Context: an optimization exercise on an open-source flow, tuned for small area, a short achievable clock period and few clock cycles. The choices shown serve that exercise and are no tape-out recipe. The RTL was checked by simulation tests, not by an equivalence proof against the original design. No activity file was given, so power comes from the tool's default toggle rates.

## css_descramble
module css_descramble (
    input  wire        clk,
    input  wire        rst,          
    input  wire        in_valid,
    output wire        in_ready,
    input  wire [31:0] in_data,
    input  wire [39:0] in_key,       
    input  wire [7:0]  in_cmi,
    output wire        out_valid,
    input  wire        out_ready,
    output wire [31:0] out_data
);
For scale: roughly 860 cells after synthesis, roughly 130 flip-flops, ~8600 sq um of cells after synthesis.
clock: 6.0 ns
lec_check: 0
cap_margin: 20
core_margin: 2
core_utilization: 70
cts_buf_list: sky130_fd_sc_hd__clkbuf_4
place_density: 0.85
setup_slack_margin: 3.2
slew_margin: 20
standard.sh (not shown) runs the stock make flow with config.mk's settings and CLKGATE_MAP_FILE= SYNTH_SCRIPT=/design/flow/synth_recipe.tcl, a recipe that flattens the netlist after the stock synthesis.
==> flow/flow/run.sh <==
#!/bin/bash
# Layout flow: the standard ORFS flow (standard.sh), with extra ORFS settings passed
# to make:
#  - the port buffers that buffer_ports puts on every input and output are
#    sky130_fd_sc_hd__buf_1 instead of the cell it picks by default (clkdlybuf4s50_1);
#  - if flow/abc.script exists, Yosys's ABC technology mapping uses it in place of ORFS's
#    abc_speed.script: ORFS's scripts folder is copied here (scripts_local/) with only that
#    file replaced. Synthesis is otherwise ORFS's and the standard flow's own (synth_recipe.tcl);
#    ABC maps only combinational logic, so the registers are the standard synthesis's;
#  - any further make settings listed one per line in flow/extra.txt.
# make's full output goes to flow_make.log here; each ORFS step keeps its own log under
# orfs/logs/.
set -euo pipefail
EXTRA=(
  "BUFFER_PORTS_ARGS=-buffer_cell sky130_fd_sc_hd__buf_1"
)
if [[ -f flow/abc.script ]]; then
  rm -rf scripts_local
  cp -r "$FLOW_HOME/scripts" scripts_local
  cp flow/abc.script scripts_local/abc_speed.script
  EXTRA+=("SCRIPTS_DIR=$PWD/scripts_local")
fi
if [[ -f flow/extra.txt ]]; then
  while IFS= read -r line; do
    [[ -n "$line" ]] && EXTRA+=("$line")
  done < flow/extra.txt
fi
bash standard.sh "${EXTRA[@]}" finish > flow_make.log 2>&1
The starting point completed without violations.
Testbench counts at the start, summed over its fixed seeds: cycles 32,776.
Then changed:
GPL_ROUTABILITY_DRIVEN = 0   (was not set)
GPL_TIMING_DRIVEN = 0   (was not set)
SETUP_SLACK_MARGIN = 3.4   (was 3.2)
- non-clock buffer count rose by 17
- cell count rose by 1.6%
- routed wire length rose by 13%
- register-to-register slack improves by 0.11 ns
- first-iteration DRC count rose by 39%
- core utilization rose by 1.7 points
- clock skew hardly moves
- via count rose by 6.2%
- clock power fell by about 2%
Then changed:
CORE_UTILIZATION = 65   (was 70)
CTS_BUF_LIST = sky130_fd_sc_hd__clkbuf_4 sky130_fd_sc_hd__clkbuf_8   (was sky130_fd_sc_hd__clkbuf_4)
CTS_CLUSTER_DIAMETER = 60   (was not set)
CTS_CLUSTER_SIZE = 40   (was not set)
GPL_ROUTABILITY_DRIVEN = not set   (was 0)
GPL_TIMING_DRIVEN = not set   (was 0)
PLACE_DENSITY = 0.8   (was 0.85)
What happened:
- global-route usage falls by 5.2 points
- worst setup slack gets better by 0.099 ns
- total power goes up by 3.1%
- first-iteration DRC count went down by 29%
- utilization came out lower by 5.1 points
- synthesized area is unchanged
- combinational power fell by about 3%
- die area rises by 7.4%


the baseline:
css_descramble, a different RTL version from the one above (not shown whole).
For scale: ~780 cells after synthesis, roughly 110 flip-flops.
Settings: LEC_CHECK=0, CAP_MARGIN=20, CORE_MARGIN=2, CORE_UTILIZATION=70, CTS_BUF_LIST=sky130_fd_sc_hd__clkbuf_4 sky130_fd_sc_hd__clkbuf_8, PLACE_DENSITY=0.85, SETUP_SLACK_MARGIN=3.4, SLEW_MARGIN=20; clock period 6.0 ns.
Scripts as last shown in full above: flow/flow/run.sh
Testbench counts of the baseline, summed over its fixed seeds: cycles 32,776.
diff inputs: the baseline => the candidate
- CTS_BUF_LIST changed from sky130_fd_sc_hd__clkbuf_4 sky130_fd_sc_hd__clkbuf_8 to sky130_fd_sc_hd__clkbuf_8
Results
The run with more routed wire is the candidate, not the baseline.
Transition time at the pin with the least slew margin is higher on the candidate
Looking at relative slew slack, the candidate sits 0.89 points lower than the baseline does.
Standby leakage power went up slightly going from the baseline to the candidate.
The baseline -> the candidate: number of placed instances, taps included delta 0, exact match
From the baseline to the candidate the numbers moved as follows: final area now sits at about the same level, met3 usage now sits lower.

## static timing again, ports no longer ideal
Ports are ideal in the flow. The routed layouts listed here were re-timed in OpenROAD.
Step 1 assumes that a clkbuf_16 drives the clock port and a buf_2 every other input.
Step 2, shift: input delay + t, output delay - t, t = (earliest + latest rising clock arrival at the registers) / 2. This alone moves slack from input paths to output paths.
Three values: ideal ports, drivers, drivers and shift; two values: the first two.
| run | shift t [ns] | setup slack, ns | worst slew at a driven data input, ns |
|---|---|---|---|
| the first run of note 1 | 0.601 | 3.322 / 3.290 / 2.806 | 0.04 |
| the second run of note 1 | 0.609 | 3.295 / 3.261 / 2.912 | 0.05 |
| the third run of note 1 | 0.489 | 3.394 / 3.361 / 3.022 | 0.04 |
| the baseline | 0.422 | 3.346 / 3.346 / 3.017 | 0.04 |
| the candidate | 0.421 | 3.328 / 3.328 / 3.005 | 0.04 |
After both steps every run listed still meets setup and hold. The setup slack of the first run of note 1, which loses most, moves by -0.032 ns with the drivers and by -0.516 ns with both steps.
